This design comes from an exercise in tuning for small area, a short achievable clock period and few clock cycles on the open sky130 flow, not from production work. Only simulation tests tie the RTL to the original design; equivalence was not proved.

==> run Y: inputs <==
==> flow/design.v <==
module gf2m_block #(
    parameter integer M        = 8,
    parameter integer W        = 32,
    parameter [M-1:0] MOD_INIT = 8'h1B
) (
    input  wire         clk,
    input  wire         rst,
    input  wire         sel,
    input  wire         we,
    input  wire [3:0]   addr,
    input  wire [W-1:0] wdata,
    output reg  [W-1:0] rdata
);
    localparam [3:0] A_CMD = 4'h0, A_STATUS = 4'h1, A_OPA = 4'h2, A_OPB = 4'h3,
                     A_MOD = 4'h4, A_RES0 = 4'h5, A_RES1 = 4'h6, A_RES2 = 4'h7,
                     A_PARAM = 4'h8;
    reg [W-1:0] opa, opb;
    reg [M-1:0] modlo;
    reg [W-1:0] res0, res1, res2;
    reg         busy, done, noinv, zero, err_op, err_busy;
    reg         is_inv;
    reg [W-1:0] x, y, gx, gy, hx, hy;
    reg         xu;           
    reg         v1;           
    reg [4:0]   dx, dy;       
    reg         uz;           
    wire [W-1:0] mod_full = {{(W-M-1){1'b0}}, 1'b1, modlo};
    function automatic [5:0] pe8(input [7:0] p);   
        begin
            pe8[5] = |p;
            pe8[4:3] = 2'b00;
            if (|p[7:4]) begin
                pe8[2] = 1'b1;
                pe8[1] = |p[7:6];
                pe8[0] = p[7] | (~p[6] & p[5]);
            end else begin
                pe8[2] = 1'b0;
                pe8[1] = |p[3:2];
                pe8[0] = p[3] | (~p[2] & p[1]);
            end
        end
    endfunction
    function automatic [4:0] pe32(input [31:0] p);
        reg [5:0] a3, a2, a1, a0;
        reg h1, h0;
        reg [2:0] l1, l0;
        begin
            a3 = pe8(p[31:24]); a2 = pe8(p[23:16]); a1 = pe8(p[15:8]); a0 = pe8(p[7:0]);
            h1 = a3[5] | a2[5];
            l1 = a3[5] ? a3[2:0] : a2[2:0];
            l0 = a1[5] ? a1[2:0] : a0[2:0];
            pe32[4] = h1;
            pe32[3] = h1 ? a3[5] : a1[5];
            pe32[2:0] = h1 ? l1 : l0;
        end
    endfunction
    wire [3:0] cmd_op    = wdata[3:0];
    wire       c_deg     = (cmd_op == 4'h1);
    wire [7:0] cmd_width = wdata[15:8];
    reg [W-1:0] deg_mask;
    integer k;
    always @* begin
        for (k = 0; k < W; k = k + 1)
            deg_mask[k] = (cmd_width == 8'd0) || (k < cmd_width);
    end
    wire [W-1:0] deg_scan   = opa & (c_deg ? deg_mask : {W{1'b1}});
    wire         scan_z     = (deg_scan == {W{1'b0}});
    wire [4:0]   deg_result = pe32(deg_scan);
    function automatic [M-1:0] xtime(input [M-1:0] xx);
        begin
            xtime = xx[M-1] ? ({xx[M-2:0], 1'b0} ^ modlo) : {xx[M-2:0], 1'b0};
        end
    endfunction
    reg [M-1:0] ftab [0:M-1];
    reg [M-1:0] fmul_result;
    integer t;
    always @* begin
        ftab[0] = opa[M-1:0];
        for (t = 1; t < M; t = t + 1)
            ftab[t] = xtime(ftab[t-1]);
        fmul_result = {M{1'b0}};
        for (t = 0; t < M; t = t + 1)
            if (opb[t]) fmul_result = fmul_result ^ ftab[t];
    end
    wire        rx   = (dx > dy) || ((dx == dy) && xu);
    wire [4:0]  jxy  = dx - dy;
    wire [4:0]  jyx  = dy - dx;
    wire [4:0]  j    = rx ? jxy : jyx;        
    wire [W-1:0] dvp = rx ? y  : x;     
    wire [W-1:0] dvg = rx ? gy : gx;
    wire [W-1:0] dvh = rx ? hy : hx;
    wire [W-1:0] rmp = rx ? x  : y;     
    wire [W-1:0] xs1 = {x[W-2:0], 1'b0};
    wire [W-1:0] ys1 = {y[W-2:0], 1'b0};
    wire xb1 = xs1[dx];                 
    wire yb1 = ys1[dy];
    wire q1  = (dx != dy) && (xb1 ^ yb1);
    function automatic [W:0] shl(input [W-1:0] p, input [4:0] n);
        reg [W:0] s;
        begin
            s = {1'b0, p};
            if (n[0]) s = {s[W-1:0], 1'b0};
            if (n[1]) s = {s[W-2:0], 2'b0};
            if (n[2]) s = {s[W-4:0], 4'b0};
            if (n[3]) s = {s[W-8:0], 8'b0};
            if (n[4]) s = {s[W-16:0], 16'b0};
            shl = s;
        end
    endfunction
    wire [W:0] sp = shl(dvp, j);
    wire [W:0] sg = shl(dvg, j);
    wire [W:0] sh = shl(dvh, j);
    wire [W-1:0] tp = sp[W-1:0] ^ (q1 ? sp[W:1] : {W{1'b0}});
    wire [W-1:0] tg = sg[W-1:0] ^ (q1 ? sg[W:1] : {W{1'b0}});
    wire [W-1:0] th = sh[W-1:0] ^ (q1 ? sh[W:1] : {W{1'b0}});
    wire [W-1:0] nu  = rmp ^ tp;        
    wire [4:0]   dnu = pe32(nu);        
    wire         nuz = (nu == {W{1'b0}});
    wire         u_z  = uz;
    wire [W-1:0] fv   = xu ? y  : x;
    wire [W-1:0] fg   = xu ? gy : gx;
    wire [W-1:0] fh   = xu ? hy : hx;
    wire         gcd1 = v1;                 
    wire [W-1:0] r0n  = is_inv ? (gcd1 ? fg : {W{1'b0}}) : fv;
    wire [W-1:0] r1n  = is_inv ? fv : fg;
    wire [W-1:0] r2n  = fh;
    wire pend     = busy & u_z;             
    wire busy_eff = busy & ~u_z;
    wire step     = busy & ~u_z;
    wire wr = sel & we;
    wire cmd_legal = (cmd_op >= 4'h1) && (cmd_op <= 4'h4);
    wire cmd_acc = wr && (addr == A_CMD) && !busy_eff;    
    wire c_fmul = (cmd_op == 4'h2);
    wire c_eea  = (cmd_op == 4'h3);
    wire c_inv  = (cmd_op == 4'h4);
    wire opa_z = (opa == {W{1'b0}});
    wire opb_z = (opb == {W{1'b0}});
    wire eea_now = opa_z || opb_z;
    always @(posedge clk) begin
        if (rst) begin
            opa      <= {W{1'b0}};
            opb      <= {W{1'b0}};
            modlo    <= MOD_INIT;
            res0     <= {W{1'b0}};
            res1     <= {W{1'b0}};
            res2     <= {W{1'b0}};
            busy     <= 1'b0;
            done     <= 1'b0;
            noinv    <= 1'b0;
            zero     <= 1'b0;
            err_op   <= 1'b0;
            err_busy <= 1'b0;
            is_inv   <= 1'b0;
        end else begin
            if (pend) begin
                res0  <= r0n;
                res1  <= r1n;
                res2  <= r2n;
                noinv <= is_inv & ~gcd1;
                busy  <= 1'b0;
                done  <= 1'b1;
            end
            if (wr) begin
                case (addr)
                    A_CMD, A_OPA, A_OPB, A_MOD: begin
                        if (busy_eff) begin
                            err_busy <= 1'b1;
                        end else begin
                            case (addr)
                                A_OPA: opa <= wdata;
                                A_OPB: opb <= wdata;
                                A_MOD: modlo <= wdata[M-1:0];
                                default: begin   
                                    noinv  <= 1'b0;
                                    zero   <= 1'b0;
                                    done   <= 1'b1;
                                    err_op <= !cmd_legal;
                                    is_inv <= c_inv;
                                    if (c_deg) begin
                                        res0 <= {{(W-5){1'b0}}, deg_result};
                                        res1 <= {W{1'b0}};
                                        res2 <= {W{1'b0}};
                                        zero <= scan_z;
                                    end
                                    if (c_fmul) begin
                                        res0 <= {{(W-M){1'b0}}, fmul_result};
                                        res1 <= {W{1'b0}};
                                        res2 <= {W{1'b0}};
                                    end
                                    if (c_eea) begin
                                        if (eea_now) begin
                                            res0 <= opa_z ? opb : opa;
                                            res1 <= {{(W-1){1'b0}}, !opa_z};
                                            res2 <= {{(W-1){1'b0}}, opa_z};
                                        end else begin
                                            done <= 1'b0;
                                            busy <= 1'b1;
                                        end
                                    end
                                    if (c_inv) begin
                                        if (opa_z) begin
                                            res0  <= {W{1'b0}};
                                            res1  <= mod_full;
                                            res2  <= {{(W-1){1'b0}}, 1'b1};
                                            noinv <= 1'b1;
                                        end else begin
                                            done <= 1'b0;
                                            busy <= 1'b1;
                                        end
                                    end
                                end
                            endcase
                        end
                    end
                    A_STATUS: if (wdata[5]) err_busy <= 1'b0;
                    default: ;
                endcase
            end
        end
    end
    always @(posedge clk) begin
        if (cmd_acc) begin
            x  <= opa;
            y  <= c_inv ? mod_full : opb;
            dx <= deg_result;
            dy <= c_inv ? M[4:0] : pe32(opb);
            uz <= 1'b0;
            gx <= {{(W-1){1'b0}}, 1'b1};
            gy <= {W{1'b0}};
            hx <= {W{1'b0}};
            hy <= {{(W-1){1'b0}}, 1'b1};
            xu <= 1'b1;
        end else if (step) begin
            if (rx) begin
                x  <= nu;
                dx <= dnu;
                gx <= gx ^ tg;
                hx <= hx ^ th;
            end else begin
                y  <= nu;
                dy <= dnu;
                gy <= gy ^ tg;
                hy <= hy ^ th;
            end
            uz <= nuz;
            xu <= rx;
            v1 <= (dvp == {{(W-1){1'b0}}, 1'b1});
        end
    end
    wire [W-1:0] rd_res0 = pend ? r0n : res0;
    wire [W-1:0] rd_res1 = pend ? r1n : res1;
    wire [W-1:0] rd_res2 = pend ? r2n : res2;
    wire         rd_noinv = pend ? (is_inv & ~gcd1) : noinv;
    always @* begin
        case (addr)
            A_STATUS: rdata = {{(W-6){1'b0}}, err_busy, err_op, zero, rd_noinv,
                               done | pend, busy_eff};
            A_OPA:    rdata = opa;
            A_OPB:    rdata = opb;
            A_MOD:    rdata = mod_full;
            A_RES0:   rdata = rd_res0;
            A_RES1:   rdata = rd_res1;
            A_RES2:   rdata = rd_res2;
            A_PARAM:  rdata = {{(W-16){1'b0}}, W[7:0], M[7:0]};
            default:  rdata = {W{1'b0}};
        endcase
    end
endmodule
==> flow/flow/run.sh <==
#!/bin/bash
# The standard layout (the standard.sh: ORFS synthesis through finish), with
# one change: the port buffers that global placement inserts on every input and
# output are sky130_fd_sc_hd__buf_4 cells, where buffer_ports would otherwise
# pick the clkdlybuf4s50_1 delay cell. Synthesis runs first, unchanged.
set -euo pipefail
bash standard.sh synth > synth.log 2>&1
export BUFFER_PORTS_ARGS="-buffer_cell sky130_fd_sc_hd__buf_4"
bash standard.sh > layout.log 2>&1
==> flow/standard.sh <==
#!/bin/bash
# synth_recipe.tcl (not shown) runs the flow's synth.tcl, then flattens the netlist and writes it again
# the make line also repeats each setting of config.mk as NAME=value (left out here)
make -C /OpenROAD-flow-scripts/flow DESIGN_CONFIG=/design/flow/config.mk WORK_HOME=/design/flow/orfs CLKGATE_MAP_FILE= SYNTH_SCRIPT=/design/flow/synth_recipe.tcl "${@:-finish}"
==> flow/config.mk <==
export PLATFORM = sky130hd
export DESIGN_NAME = gf2m_block
export DESIGN_NICKNAME = gf2m_block
export VERILOG_FILES = /design/flow/design.v
export SDC_FILE = /design/flow/constraint.sdc
export NUM_CORES = 4
export LEC_CHECK = 0
export CAP_MARGIN = 20
export CELL_PAD_IN_SITES_DETAIL_PLACEMENT = 1
export CORE_MARGIN = 2
export CORE_UTILIZATION = 50
export SETUP_SLACK_MARGIN = 4.6
export SLEW_MARGIN = 20
export TNS_END_PERCENT = 0
==> flow/constraint.sdc <==
create_clock -name core_clock -period 9.0 [get_ports {clk}]
set_input_delay 1.8000 -clock core_clock [delete_from_list [all_inputs] [get_ports {clk}]]
set_output_delay 1.8000 -clock core_clock [all_outputs]
set_load 0.01 [all_outputs]
==> run M: changes against run Y <==
--- a/flow/design.v
+++ b/flow/design.v
@@ -25,3 +25,4 @@
     reg [4:0]   dx, dy;       
-    reg         uz;           
+    reg         pf;           
+    reg         f0y, f0x, f0gy, f0gx, f1y, f1x, f1gy, f1gx, f2y, f2x;
     wire [W-1:0] mod_full = {{(W-M-1){1'b0}}, 1'b1, modlo};
@@ -118,13 +119,31 @@
     wire         nuz = (nu == {W{1'b0}});
-    wire         u_z  = uz;
-    wire [W-1:0] fv   = xu ? y  : x;
-    wire [W-1:0] fg   = xu ? gy : gx;
-    wire [W-1:0] fh   = xu ? hy : hx;
+    wire         g1n  = (dvp == {{(W-1){1'b0}}, 1'b1});    
+    wire         u_z  = pf;
     wire         gcd1 = v1;                 
-    wire [W-1:0] r0n  = is_inv ? (gcd1 ? fg : {W{1'b0}}) : fv;
-    wire [W-1:0] r1n  = is_inv ? fv : fg;
-    wire [W-1:0] r2n  = fh;
-    wire pend     = busy & u_z;             
-    wire busy_eff = busy & ~u_z;
-    wire step     = busy & ~u_z;
+    wire [W-1:0] r0n  = ({W{f0y}} & y) | ({W{f0x}} & x) | ({W{f0gy}} & gy) | ({W{f0gx}} & gx);
+    wire [W-1:0] r1n  = ({W{f1y}} & y) | ({W{f1x}} & x) | ({W{f1gy}} & gy) | ({W{f1gx}} & gx);
+    wire [W-1:0] r2n  = ({W{f2y}} & hy) | ({W{f2x}} & hx);
+    wire pend     = pf;                     
+    wire busy_eff = busy & ~pf;
+    wire step     = busy & ~pf;
+    always @(posedge clk) begin
+        if (rst || !step) begin
+            pf   <= 1'b0;
+            f0y  <= 1'b0; f0x  <= 1'b0; f0gy <= 1'b0; f0gx <= 1'b0;
+            f1y  <= 1'b0; f1x  <= 1'b0; f1gy <= 1'b0; f1gx <= 1'b0;
+            f2y  <= 1'b0; f2x  <= 1'b0;
+        end else begin
+            pf   <= nuz;
+            f0y  <= nuz &  rx & ~is_inv;
+            f0x  <= nuz & ~rx & ~is_inv;
+            f0gy <= nuz &  rx &  is_inv & g1n;
+            f0gx <= nuz & ~rx &  is_inv & g1n;
+            f1y  <= nuz &  rx &  is_inv;
+            f1x  <= nuz & ~rx &  is_inv;
+            f1gy <= nuz &  rx & ~is_inv;
+            f1gx <= nuz & ~rx & ~is_inv;
+            f2y  <= nuz &  rx;
+            f2x  <= nuz & ~rx;
+        end
+    end
     wire wr = sel & we;
@@ -226,3 +245,2 @@
             dy <= c_inv ? M[4:0] : pe32(opb);
-            uz <= 1'b0;
             gx <= {{(W-1){1'b0}}, 1'b1};
@@ -244,10 +262,9 @@
             end
-            uz <= nuz;
             xu <= rx;
-            v1 <= (dvp == {{(W-1){1'b0}}, 1'b1});
-        end
-    end
-    wire [W-1:0] rd_res0 = pend ? r0n : res0;
-    wire [W-1:0] rd_res1 = pend ? r1n : res1;
-    wire [W-1:0] rd_res2 = pend ? r2n : res2;
+            v1 <= g1n;
+        end
+    end
+    wire [W-1:0] rd_res0 = r0n | ({W{~pf}} & res0);
+    wire [W-1:0] rd_res1 = r1n | ({W{~pf}} & res1);
+    wire [W-1:0] rd_res2 = r2n | ({W{~pf}} & res2);
     wire         rd_noinv = pend ? (is_inv & ~gcd1) : noinv;
ABC_AREA = 1   (was unset)
SETUP_SLACK_MARGIN = 4.2   (was 4.6)
==> impl_metrics.toml <==
[outcome]
run_status = "complete, no violations"

[critical_path]
worstPathMaxFanout = 25
endpoint_kind = "flop"

[min_path]
min_to = "res2[6]"
# the run above: run Y

==> impl_metrics.toml <==
[critical_path]
endpoint_kind = "primary output"

[grt]
grt_util_met2_pct = 73.5

[outcome]
run_status = "complete, no violations"

[yosys]
yosysSeqAreaShare_pct = 26.9
yosys.area_share.simple_pct = 32.1

[min_path]
min_to = "hy[22]"

[detailed_routing]
drtIter0Drc = 6195

[floorplanning]
rows = 92
# the run above: run M

Testbench counts of run Y, summed over its fixed seeds: cycles 24,364.
Testbench counts of run M, summed over its fixed seeds: cycles 24,364.

## re-timing with driven ports
In the flow no input, the clock included, has a driving cell. The finished layouts below were timed again as built, in two steps.
Step 1, drivers: a clkbuf_16 drives clk and a buf_2 each remaining input, both assumed.
Step 2 adds t to the input delays and takes it off the output delays; t is the mean of the earliest and latest rising clock arrival at the registers after step 1. Input paths then give back, and output paths get back, about the clock's delay inside the block.
Three values: no drivers, after step 1, after step 2; two values: the first two.
run	t, ns	setup WS [ns]	cell pins on the clock port's net
run Y	0.682	3.115 / 3.115 / 3.115	1
run M	0.683	3.495 / 3.423 / 3.385	1
After both steps every run listed still meets setup and hold. For run M, which loses most, drivers alone change the setup slack by -0.072 ns; drivers and shift together by -0.110 ns.
